Source: an optimization exercise on an open RTL-to-GDS flow (aim: small area). Production flows keep margins and buffers that such runs may drop. Function was checked by simulation only, so behaviour that the tests miss may differ from the original. Power figures rest on the tool's default switching activity, not on a simulated workload.

$ cat design/flow/run.sh
#!/bin/bash
# synth_recipe.tcl (not shown) runs the flow's synth.tcl, then flattens the netlist and writes it again
# the make line also repeats each setting of config.mk as NAME=value (left out here)
make -C /OpenROAD-flow-scripts/flow DESIGN_CONFIG=/design/flow/config.mk WORK_HOME=/design/flow/orfs CLKGATE_MAP_FILE= SYNTH_SCRIPT=/design/flow/synth_recipe.tcl finish
$ cat design/flow/config.mk
export PLATFORM = sky130hd
export DESIGN_NAME = owc
export DESIGN_NICKNAME = owc
export VERILOG_FILES = /design/flow/design.v
export SDC_FILE = /design/flow/constraint.sdc
export NUM_CORES = 4
export LEC_CHECK = 0
export CAP_MARGIN = 20
export CORE_MARGIN = 2
export CORE_UTILIZATION = 40
export SLEW_MARGIN = 20
$ cat design/flow/design.v
module owc (
    input  wire       clk,
    input  wire       rst,
    input  wire       host_we,
    input  wire [5:0] host_addr,
    input  wire [7:0] host_wdata,
    output reg  [7:0] host_rdata,
    input  wire       ms_tick,
    output wire       t_req,
    output reg  [2:0] t_op,
    output reg  [7:0] t_arg,
    input  wire       t_done,
    input  wire       t_busy,
    input  wire [7:0] t_rdata
);
    localparam [2:0] TOP_RESET  = 3'd0,
                     TOP_WBYTE  = 3'd1,
                     TOP_RBYTE  = 3'd2,
                     TOP_WBIT   = 3'd3,
                     TOP_RBIT   = 3'd4,
                     TOP_TRIP   = 3'd5,
                     TOP_CONFIG = 3'd6,
                     TOP_SELCH  = 3'd7;
    localparam [7:0] OP_NOP        = 8'h00,
                     OP_CRC_CLEAR  = 8'h01,
                     OP_CRC_UPDATE = 8'h02,
                     OP_OW_RESET   = 8'h10,
                     OP_OW_WBYTE   = 8'h11,
                     OP_OW_RBYTE   = 8'h12,
                     OP_OW_WBIT    = 8'h13,
                     OP_OW_RBIT    = 8'h14,
                     OP_OW_TRIP    = 8'h15,
                     OP_OW_SELCH   = 8'h16,
                     OP_MATCH_ROM  = 8'h20,
                     OP_SKIP_ROM   = 8'h21,
                     OP_SRCH_RESET = 8'h28,
                     OP_SEARCH     = 8'h29,
                     OP_START_CONV = 8'h30,
                     OP_READ_SP    = 8'h31,
                     OP_WRITE_SP   = 8'h32,
                     OP_POWER_MODE = 8'h33;
    localparam [7:0] OW_SEARCH_ROM  = 8'hF0,
                     OW_MATCH_ROM   = 8'h55,
                     OW_SKIP_ROM    = 8'hCC,
                     OW_CONVERT_T   = 8'h44,
                     OW_READ_SP     = 8'hBE,
                     OW_WRITE_SP    = 8'h4E,
                     OW_COPY_SP     = 8'h48,
                     OW_READ_POWER  = 8'hB4;
    localparam [3:0] E_OK = 4'd0, E_TIMEOUT = 4'd1, E_NODEV = 4'd2, E_SHORT = 4'd3,
                     E_CRC = 4'd4, E_SEARCH = 4'd5, E_CONFIG = 4'd7, E_ILLEGAL = 4'd8;
    localparam [4:0] S_IDLE     = 5'd0,
                     S_RAW      = 5'd1,    
                     S_RESET    = 5'd2,    
                     S_MATCH    = 5'd3,    
                     S_ROM      = 5'd4,    
                     S_SKIP     = 5'd5,    
                     S_CFG      = 5'd6,    
                     S_FUNC     = 5'd7,    
                     S_WDATA    = 5'd8,    
                     S_RDATA    = 5'd9,    
                     S_SPCHK    = 5'd10,   
                     S_POLL     = 5'd11,   
                     S_DELAY    = 5'd12,   
                     S_PWRBIT   = 5'd13,   
                     S_SROM     = 5'd14,   
                     S_TRIP     = 5'd15,   
                     S_SRCHK    = 5'd16;   
    function [7:0] crc8_update;
        input [7:0] c;
        input [7:0] b;
        integer i;
        reg [7:0] r;
        reg mix;
        begin
            r = c;
            for (i = 0; i < 8; i = i + 1) begin
                mix = r[0] ^ b[i];
                r = {1'b0, r[7:1]};
                if (mix) r = r ^ 8'h8C;
            end
            crc8_update = r;
        end
    endfunction
    reg  [7:0] cmd;
    reg        st_rvalid, st_sdone, st_spu, st_pwr;
    reg  [3:0] err;
    reg  [5:0] flags;
    reg  [7:0] data;
    reg  [7:0] family;
    reg  [7:0] crc;
    reg  [2:0] channel;
    reg  [7:0] trom [0:7];
    reg  [7:0] srom [0:7];
    reg  [6:0] lastdisc;
    reg  [7:0] alarm_h, alarm_l, config_b;
    reg  [7:0] sp   [0:8];
    reg  [7:0] spbuf[0:8];
    reg [15:0] temp_c;
    reg [31:0] temp_f;
    reg  [1:0] r_res;
    reg  [4:0] state;
    reg  [6:0] cnt;         
    reg  [6:0] last_zero;
    reg        pass2;       
    reg  [9:0] dly;
    wire busy = (state != S_IDLE);
    wire f_all     = flags[0];
    wire f_wait    = flags[1];
    wire f_powered = flags[2];
    wire f_filt    = flags[3];
    wire [1:0] f_res = flags[5:4];
    always @(*) begin
        host_rdata = 8'h00;
        case (host_addr)
            6'h00: host_rdata = cmd;
            6'h01: host_rdata = {2'b00, st_pwr, (crc == 8'h00), st_spu, st_sdone, st_rvalid, busy};
            6'h02: host_rdata = {4'h0, err};
            6'h03: host_rdata = {2'b00, flags};
            6'h04: host_rdata = data;
            6'h05: host_rdata = family;
            6'h06: host_rdata = crc;
            6'h07: host_rdata = {5'b00000, channel};
            6'h08, 6'h09, 6'h0A, 6'h0B, 6'h0C, 6'h0D, 6'h0E, 6'h0F:
                   host_rdata = trom[host_addr[2:0]];
            6'h10, 6'h11, 6'h12, 6'h13, 6'h14, 6'h15, 6'h16, 6'h17:
                   host_rdata = srom[host_addr[2:0]];
            6'h18: host_rdata = {1'b0, lastdisc};
            6'h19: host_rdata = alarm_h;
            6'h1A: host_rdata = alarm_l;
            6'h1B: host_rdata = config_b;
            6'h20, 6'h21, 6'h22, 6'h23, 6'h24, 6'h25, 6'h26, 6'h27, 6'h28:
                   host_rdata = sp[host_addr[3:0]];
            6'h2C: host_rdata = temp_c[7:0];
            6'h2D: host_rdata = temp_c[15:8];
            6'h30: host_rdata = temp_f[7:0];
            6'h31: host_rdata = temp_f[15:8];
            6'h32: host_rdata = temp_f[23:16];
            6'h33: host_rdata = temp_f[31:24];
            6'h34: host_rdata = {6'b000000, r_res};
            default: host_rdata = 8'h00;
        endcase
    end
    wire [5:0] sbit_idx = cnt[5:0] - 6'd1;           
    wire       srom_bit = srom[sbit_idx[5:3]][sbit_idx[2:0]];
    wire       trip_dir = (cnt < lastdisc) ? srom_bit :
                          (cnt == lastdisc) ? 1'b1 : 1'b0;
    reg [7:0] func_byte;
    always @(*) begin
        case (cmd)
            OP_START_CONV: func_byte = OW_CONVERT_T;
            OP_READ_SP:    func_byte = OW_READ_SP;
            OP_WRITE_SP:   func_byte = pass2 ? OW_COPY_SP : OW_WRITE_SP;
            default:       func_byte = OW_READ_POWER;
        endcase
    end
    assign t_req = (state == S_RAW)   || (state == S_RESET) || (state == S_MATCH) ||
                   (state == S_ROM)   || (state == S_SKIP)  || (state == S_CFG)   ||
                   (state == S_FUNC)  || (state == S_WDATA) || (state == S_RDATA) ||
                   (state == S_POLL)  || (state == S_PWRBIT)|| (state == S_SROM)  ||
                   (state == S_TRIP);
    always @(*) begin
        t_op  = TOP_RESET;
        t_arg = 8'h00;
        case (state)
            S_RAW: begin
                case (cmd)
                    OP_OW_RESET: t_op = TOP_RESET;
                    OP_OW_WBYTE: begin t_op = TOP_WBYTE; t_arg = data; end
                    OP_OW_RBYTE: t_op = TOP_RBYTE;
                    OP_OW_WBIT:  begin t_op = TOP_WBIT; t_arg = {7'd0, data[0]}; end
                    OP_OW_RBIT:  t_op = TOP_RBIT;
                    OP_OW_TRIP:  begin t_op = TOP_TRIP; t_arg = {7'd0, data[0]}; end
                    default:     begin t_op = TOP_SELCH; t_arg = {5'd0, channel}; end
                endcase
            end
            S_RESET:  t_op = TOP_RESET;
            S_MATCH:  begin t_op = TOP_WBYTE; t_arg = OW_MATCH_ROM; end
            S_ROM:    begin t_op = TOP_WBYTE; t_arg = trom[cnt[2:0]]; end
            S_SKIP:   begin t_op = TOP_WBYTE; t_arg = OW_SKIP_ROM; end
            S_CFG:    begin t_op = TOP_CONFIG; t_arg = 8'h01; end
            S_FUNC:   begin t_op = TOP_WBYTE; t_arg = func_byte; end
            S_WDATA:  begin
                t_op = TOP_WBYTE;
                t_arg = (cnt == 7'd0) ? alarm_h : (cnt == 7'd1) ? alarm_l : config_b;
            end
            S_RDATA:  t_op = TOP_RBYTE;
            S_POLL:   t_op = TOP_RBIT;
            S_PWRBIT: t_op = TOP_RBIT;
            S_SROM:   begin t_op = TOP_WBYTE; t_arg = OW_SEARCH_ROM; end
            S_TRIP:   begin t_op = TOP_TRIP; t_arg = {7'd0, trip_dir}; end
            default:  ;
        endcase
    end
    reg [7:0] srom_crc;
    reg [7:0] sp_crc;
    integer k;
    always @(*) begin
        srom_crc = 8'h00;
        for (k = 0; k < 8; k = k + 1) srom_crc = crc8_update(srom_crc, srom[k]);
        sp_crc = 8'h00;
        for (k = 0; k < 9; k = k + 1) sp_crc = crc8_update(sp_crc, spbuf[k]);
    end
    wire signed [15:0] tc_new   = {spbuf[1], spbuf[0]};
    wire signed [19:0] tc_x9    = tc_new * 20'sd9;
    wire signed [19:0] tc_div5  = tc_x9 / 20'sd5;
    wire signed [31:0] tf_new   = {{12{tc_div5[19]}}, tc_div5} + 32'sd512;
    wire rst_short    = t_rdata[1];
    wire rst_presence = t_rdata[0];
    wire tr_sbr = t_rdata[0];
    wire tr_tsb = t_rdata[1];
    wire tr_dir = t_rdata[2];
    task automatic finish_cmd;
        begin
            state <= S_IDLE;
        end
    endtask
    task automatic abort_cmd(input [3:0] code);
        begin
            err       <= code;
            st_rvalid <= 1'b0;
            if (cmd == OP_SEARCH) st_sdone <= 1'b1;
            state     <= S_IDLE;
        end
    endtask
    task automatic after_select;
        begin
            if ((cmd == OP_MATCH_ROM) || (cmd == OP_SKIP_ROM))
                finish_cmd;
            else if ((cmd == OP_START_CONV || cmd == OP_WRITE_SP && pass2) && !f_powered)
                state <= S_CFG;
            else
                state <= S_FUNC;
        end
    endtask
    integer i;
    always @(posedge clk) begin
        if (rst) begin
            cmd       <= 8'h00;
            st_rvalid <= 1'b0;
            st_sdone  <= 1'b1;
            st_spu    <= 1'b0;
            st_pwr    <= 1'b0;
            err       <= 4'h0;
            flags     <= 6'h00;
            crc       <= 8'h00;
            channel   <= 3'd0;
            lastdisc  <= 7'd0;
            state     <= S_IDLE;
            cnt       <= 7'd0;
            last_zero <= 7'd0;
            pass2     <= 1'b0;
            dly       <= 10'd0;
        end else if (state == S_IDLE) begin
            if (host_we) begin
                case (host_addr)
                    6'h00: begin
                        cmd       <= host_wdata;
                        err       <= E_OK;
                        st_rvalid <= 1'b0;
                        cnt       <= 7'd0;
                        pass2     <= 1'b0;
                        case (host_wdata)
                            OP_NOP: ;
                            OP_CRC_CLEAR:  crc <= 8'h00;
                            OP_CRC_UPDATE: crc <= crc8_update(crc, data);
                            OP_SRCH_RESET: st_sdone <= 1'b1;
                            OP_OW_RESET, OP_OW_WBYTE, OP_OW_RBYTE, OP_OW_WBIT,
                            OP_OW_RBIT, OP_OW_TRIP, OP_OW_SELCH:
                                state <= S_RAW;
                            OP_MATCH_ROM, OP_SKIP_ROM, OP_START_CONV, OP_READ_SP,
                            OP_WRITE_SP, OP_POWER_MODE:
                                state <= S_RESET;
                            OP_SEARCH: begin
                                if (st_sdone) begin
                                    for (i = 0; i < 8; i = i + 1) srom[i] <= 8'h00;
                                    if (f_filt) begin
                                        srom[0]  <= family;
                                        lastdisc <= 7'd64;
                                    end else begin
                                        lastdisc <= 7'd0;
                                    end
                                    st_sdone <= 1'b0;
                                end
                                state <= S_RESET;
                            end
                            default: err <= E_ILLEGAL;
                        endcase
                    end
                    6'h03: flags    <= host_wdata[5:0];
                    6'h04: data     <= host_wdata;
                    6'h05: family   <= host_wdata;
                    6'h06: crc      <= host_wdata;
                    6'h07: channel  <= host_wdata[2:0];
                    6'h08, 6'h09, 6'h0A, 6'h0B, 6'h0C, 6'h0D, 6'h0E, 6'h0F:
                           trom[host_addr[2:0]] <= host_wdata;
                    6'h19: alarm_h  <= host_wdata;
                    6'h1A: alarm_l  <= host_wdata;
                    6'h1B: config_b <= host_wdata;
                    default: ;
                endcase
            end
        end else begin
            case (state)
                S_RAW: if (t_done) begin
                    if (t_busy) abort_cmd(E_TIMEOUT);
                    else begin
                        case (cmd)
                            OP_OW_RESET: begin
                                if (rst_short) abort_cmd(E_SHORT);
                                else if (!rst_presence) abort_cmd(E_NODEV);
                                else finish_cmd;
                            end
                            OP_OW_RBYTE: begin
                                data <= t_rdata;
                                st_rvalid <= 1'b1;
                                finish_cmd;
                            end
                            OP_OW_RBIT: begin
                                data <= {7'd0, t_rdata[0]};
                                st_rvalid <= 1'b1;
                                finish_cmd;
                            end
                            OP_OW_TRIP: begin
                                data <= {5'd0, t_rdata[2:0]};
                                st_rvalid <= 1'b1;
                                finish_cmd;
                            end
                            OP_OW_SELCH: begin
                                if (!t_rdata[0]) abort_cmd(E_CONFIG);
                                else finish_cmd;
                            end
                            default: finish_cmd;
                        endcase
                    end
                    if (cmd == OP_OW_RESET) st_spu <= 1'b0;
                end
                S_RESET: if (t_done) begin
                    st_spu <= 1'b0;
                    if (t_busy) abort_cmd(E_TIMEOUT);
                    else if (rst_short) abort_cmd(E_SHORT);
                    else if (!rst_presence) abort_cmd(E_NODEV);
                    else if (cmd == OP_SEARCH) state <= S_SROM;
                    else if (cmd == OP_SKIP_ROM ||
                             ((cmd == OP_START_CONV || cmd == OP_POWER_MODE) && f_all))
                        state <= S_SKIP;
                    else state <= S_MATCH;
                end
                S_MATCH: if (t_done) begin
                    if (t_busy) abort_cmd(E_TIMEOUT);
                    else begin
                        cnt   <= 7'd0;
                        state <= S_ROM;
                    end
                end
                S_ROM: if (t_done) begin
                    if (t_busy) abort_cmd(E_TIMEOUT);
                    else if (cnt == 7'd7) after_select;
                    else cnt <= cnt + 7'd1;
                end
                S_SKIP: if (t_done) begin
                    if (t_busy) abort_cmd(E_TIMEOUT);
                    else after_select;
                end
                S_CFG: if (t_done) begin
                    if (t_busy) abort_cmd(E_TIMEOUT);
                    else if (!t_rdata[0]) abort_cmd(E_CONFIG);
                    else state <= S_FUNC;
                end
                S_FUNC: if (t_done) begin
                    if (t_busy) abort_cmd(E_TIMEOUT);
                    else begin
                        cnt <= 7'd0;
                        case (cmd)
                            OP_START_CONV: begin
                                if (!f_powered) st_spu <= 1'b1;
                                if (!f_wait) finish_cmd;
                                else if (f_powered) state <= S_POLL;
                                else begin
                                    dly   <= 10'd94 << f_res;
                                    state <= S_DELAY;
                                end
                            end
                            OP_READ_SP: state <= S_RDATA;
                            OP_WRITE_SP: begin
                                if (!pass2) state <= S_WDATA;
                                else if (f_powered) state <= S_POLL;
                                else begin
                                    st_spu <= 1'b1;
                                    dly    <= 10'd10;
                                    state  <= S_DELAY;
                                end
                            end
                            default: state <= S_PWRBIT;
                        endcase
                    end
                end
                S_WDATA: if (t_done) begin
                    if (t_busy) abort_cmd(E_TIMEOUT);
                    else if (cnt == 7'd2) begin
                        pass2 <= 1'b1;
                        state <= S_RESET;
                    end else cnt <= cnt + 7'd1;
                end
                S_RDATA: if (t_done) begin
                    if (t_busy) abort_cmd(E_TIMEOUT);
                    else begin
                        spbuf[cnt[3:0]] <= t_rdata;
                        if (cnt == 7'd8) state <= S_SPCHK;
                        else cnt <= cnt + 7'd1;
                    end
                end
                S_SPCHK: begin
                    if (sp_crc != 8'h00) abort_cmd(E_CRC);
                    else begin
                        for (i = 0; i < 9; i = i + 1) sp[i] <= spbuf[i];
                        temp_c    <= {spbuf[1], spbuf[0]};
                        temp_f    <= tf_new;
                        r_res     <= spbuf[4][6:5];
                        st_rvalid <= 1'b1;
                        finish_cmd;
                    end
                end
                S_POLL: if (t_done) begin
                    if (t_busy) abort_cmd(E_TIMEOUT);
                    else if (t_rdata[0]) finish_cmd;
                end
                S_DELAY: begin
                    if (ms_tick) begin
                        if (dly == 10'd1) begin
                            st_spu <= 1'b0;
                            finish_cmd;
                        end
                        dly <= dly - 10'd1;
                    end
                end
                S_PWRBIT: if (t_done) begin
                    if (t_busy) abort_cmd(E_TIMEOUT);
                    else begin
                        st_pwr    <= t_rdata[0];
                        st_rvalid <= 1'b1;
                        finish_cmd;
                    end
                end
                S_SROM: if (t_done) begin
                    if (t_busy) abort_cmd(E_TIMEOUT);
                    else begin
                        last_zero <= 7'd0;
                        cnt       <= 7'd1;
                        state     <= S_TRIP;
                    end
                end
                S_TRIP: if (t_done) begin
                    if (t_busy) abort_cmd(E_TIMEOUT);
                    else if (tr_sbr && tr_tsb) abort_cmd(E_SEARCH);
                    else begin
                        if (!tr_sbr && !tr_tsb && !tr_dir) last_zero <= cnt;
                        srom[sbit_idx[5:3]][sbit_idx[2:0]] <= tr_dir;
                        if (cnt == 7'd64) state <= S_SRCHK;
                        else cnt <= cnt + 7'd1;
                    end
                end
                S_SRCHK: begin
                    if (srom_crc != 8'h00) abort_cmd(E_CRC);
                    else if (f_filt && (srom[0] != family)) begin
                        st_sdone <= 1'b1;
                        finish_cmd;
                    end else begin
                        lastdisc <= last_zero;
                        if (last_zero == 7'd0) st_sdone <= 1'b1;
                        st_rvalid <= 1'b1;
                        finish_cmd;
                    end
                end
                default: state <= S_IDLE;
            endcase
        end
    end
endmodule
$ cat design/flow/constraint.sdc
create_clock -name core_clock -period 12.0 [get_ports {clk}]
set_input_delay 2.4000 -clock core_clock [delete_from_list [all_inputs] [get_ports {clk}]]
set_output_delay 2.4000 -clock core_clock [all_outputs]
set_load 0.01 [all_outputs]
==> run summary <==
critical path peak fanout=13; Synth top area share=0.352; reg2reg setup slack=~0.55 ns; Cells after DPL=3814; worst hold path depth=0; Pre-Repair DR Iteration Count=6; Post-synth EDFFs=approximately 330; largest net degree at the start of global routing=66; vias in the first global route=23.4k; Multi-input gate area=16200 µm²; Tcrit/Tclk final=0.954; Skew-Pair Late Insertion Delay=around 0.62 ns; status=finished clean; fraction of layout cells with a size suffix above 1=0.107; top-count cell post-synth=edfxtp_1; crit-path leading delay family=compound AO/OA/AOI/OAI gates; port bufs=47; CTS Buffer Depth=3; post-synthesis adder-cell area fraction=0.0244; Critical Path Source=spbuf[0][1]$_DFFE_PP_; largest family of logic cells by synthesized area=compound AO/OA/AOI/OAI gates; CORE AREA=roughly 70000 µm²; Crit-path slowest cell=or4_1; area grow syn2layout=10.8%; Antenna Nets Post-Route=0; synthesized area per cell=~9.7 µm²; Via density=6.36; Via Count=roughly 25k; final setup vio count=0; Final Max Tran Viols=0; first-pass GRT wire length=148000 µm; mux cell area share after synthesis=0.0620; cell depth of the worst flop-to-flop path=45; Post-CTS Hold Buffers=0; Die Y=about 270 µm; Synth Area in Compound Gates=0.197; Nets=3008; Top Usage Layer GRT=met2; initial core utilization=0.405; Core Util, Final=0.449; crit path DAT=11.81 ns; PwrDens=between 90 and 100 nW/µm²; worst r2r dst=temp_f[18]$_DFFE_PP_; Seq cells post-synth=~410; Detailed Route WL=99200 µm; syn_nets=roughly 3k; post-synthesis sequential area ratio=0.403; Critical R2R Launch=spbuf[0][1]$_DFFE_PP_; WP buf/inv=3; H-tree depth=2; static leakage=0.0101 µW; Reg area=11500 µm²; CP endpoint=temp_f[18]$_DFFE_PP_; setup TNS=0 ns; GRT Total Usage=0.261; CTS tree=yes; Syn. warnings=2; root buf cell=clkbuf_16; global route overflow=0; met2 usage=0.422; initial antenna violation count=8; die footprint=approximately 73000 µm²; final period demand of the worst path=11.45 ns; final hold viol count=0; Synth Area in Simple Gates=0.164; clock skew=0.0346 ns; Clock Sinks=slightly above 400; ys async rst share=0; Crit path depth=45; critical path's largest stage delay=0.60 ns; mapped cell area=28400 µm²; Hold Path Class=reg -> reg; Synth Area in XOR/XNOR=0.116; routing usage on met3=0.0506; total power=3090 µW; grt met1 use=0.349; Ports=48; Clock transition at path regs=0.06 ns; Post-synth top flop=edfxtp_1; Crit. End Element=flop; Critical Path RT=about 12 ns; first-iteration detailed-routing DRC count=3058; Peak VDD IR=0.0905 mV; Syn Inst Count=2919; CTS Buf Count=45; most frequent cells after synthesis=edfxtp_1, nor2_1, xnor2_1; die width=271 µm; Most Frequent Cell on Critical Path=a211oi_2; Finished Layout Cells=around 3.9k; number of library cell types mapped by synthesis=141; routability congestion estimate=0.979; CP Class=reg -> reg; max-cap violations=0; Layout fillers=about 6.6k; kind of start point of the critical path=flop; worst hold slack=0.466 ns; FMAX=approximately 87 MHz; Slew headroom=0.273; largest cells by area after synthesis=edfxtp_1, xnor2_1, dfxtp_1, mux4_2, nor2_1; DR DRC count=0; Synth area leader=edfxtp_1; dpl hpwl=73400 µm; num rows=a little under 100; Routed WL per cell=~25 µm; slew of the pin with the lowest slew margin=1.09 ns
-- layout make-up --
type / instances / area share
clock inverters: 21 / 0.00881
inverters: 45 / 0.00536
repair buffers: 119 / 0.0318
flip-flops and latches: 406 / 0.364
clock buffers: 59 / 0.0387
multi-input cells: 2309 / 0.514
well taps: 940 / 0.0373
diodes: 1 / 0.0000794
-- worst min-delay path by stage --
stage	from	end	slack, ns
floorplan	st_pwr$_SDFFE_PP0P_	st_pwr$_SDFFE_PP0P_	0.44
global placement	spbuf[3][5]$_DFFE_PP_	sp[3][5]$_DFFE_PP_	0.46
detailed placement	spbuf[3][3]$_DFFE_PP_	sp[3][3]$_DFFE_PP_	0.45
CTS	spbuf[3][5]$_DFFE_PP_	sp[3][5]$_DFFE_PP_	0.47
global route	spbuf[3][5]$_DFFE_PP_	sp[3][5]$_DFFE_PP_	0.47
finish	spbuf[3][5]$_DFFE_PP_	sp[3][5]$_DFFE_PP_	0.47
-- layer usage --
metal / vias to the layer above / part of all wire
met2: 1251 / 0.46
met1: 12200 / 0.41
li1: 11100 / -
met4: 14 / 0.038
met3: 243 / 0.087
met5: - / 0.0010
-- power by group --
| group | internal [µW] | total (µW) | switching (µW) |
|---|---|---|---|
| registers | 1510 | 1520 | 1.34 |
| clock network | 829 | 1430 | 605 |
| logic | 45.7 | 143 | 97.0 |
| total | 2390 | 3090 | 703 |
-- state kept, by name (all words and copies together) (netlist names), 8 cells and up, named ones only --
signal	flops
cmd	8
alarm_l	8
spbuf	72
family	8
alarm_h	8
config_b	8
trom	64
dly	10
sp	71
temp_f	21
srom	64
data	8
crc	8
-- worst register-to-register path: cells and delay by family, from the launching register on --
family	cells	cell delay, ns
mux	2	0.68
compound gates	22	4.91
simple gates	12	3.10
flops	1	0.49
xor+xnor	1	0.22
buf+inv	3	0.38
fa+ha+maj	5	1.43
-- layout by cell type, fill, tap and decap left out, drive strengths merged, types with 14 or more instances in the layout --
cell type | Yosys | routed
a21o | 16 | 16
o221ai | 15 | 15
nor2b | 21 | 21
or3 | 21 | 21
o21ai | 210 | 210
nand2b | 19 | 19
o22ai | 37 | 37
and2 | 30 | 30
dfxtp | 73 | 73
nand4 | 26 | 26
clkdlybuf4s50 | 0 | 43
nand2 | 246 | 246
a22oi | 51 | 51
nor2 | 295 | 295
a211oi | 38 | 38
a221oi | 22 | 22
and3 | 21 | 21
o2111ai | 14 | 14
xnor2 | 281 | 281
xor2 | 96 | 96
clkbuf | 120 | 59
ha | 53 | 53
buf | 37 | 76
nor4 | 28 | 28
nor3 | 86 | 86
mux4 | 49 | 49
nand3 | 85 | 85
a22o | 22 | 22
inv | 45 | 48
mux2i | 61 | 61
o211ai | 32 | 32
edfxtp | 333 | 333
a21oi | 162 | 162
or4 | 23 | 23
a31oi | 35 | 35
-- cells by family after synthesis --
logic type / after synthesis
multiplexers: 114
AO/OA/AOI/OAI: 808
adder cells (fa/ha/maj): 55
AND/OR/NAND/NOR: 955
buffers and inverters: 204
XOR/XNOR: 377
flip-flops: 406
-- timing repair --
action,4_1_cts,5_1_grt
gates resized for setup,0,35
setup endpoints to repair,0,11
setup buffers,0,5
-- stage by stage --
| step | instance area [µm²] | setup WS, ns |
|---|---|---|
| final | 31500 | 0.553 |
| after global routing | 31500 | -0.0717 |
| after CTS | 31300 | 0.440 |
| after detailed placement | 29800 | 0.522 |
| after global placement | 29800 | 0.868 |
| after floorplan | 28400 | 1.15 |

==> re-timing with driven ports <==
The flow's constraints put no driver on any port. The routed layout listed below was extracted and timed again, unchanged, in two steps. Step 1: set_driving_cell puts a clkbuf_16 on clk and a buf_2 on each other input, an assumption about the parent block. Step 2, shift: input delay + t, output delay - t, t = (earliest + latest rising clock arrival at the registers) / 2. This alone moves slack from input paths to output paths. Slacks: ideal ports / drivers / drivers and shift; pairs: ideal ports / drivers.
t, ns: 0.657
slack for setup (ns): 0.553 / 0.553 / 0.553
latest minus earliest clock arrival (ns): 0.035 / 0.035
After both steps setup and hold are still met in this run. The setup slack of this run moves by 0.000 ns with the drivers and by 0.000 ns with both steps.
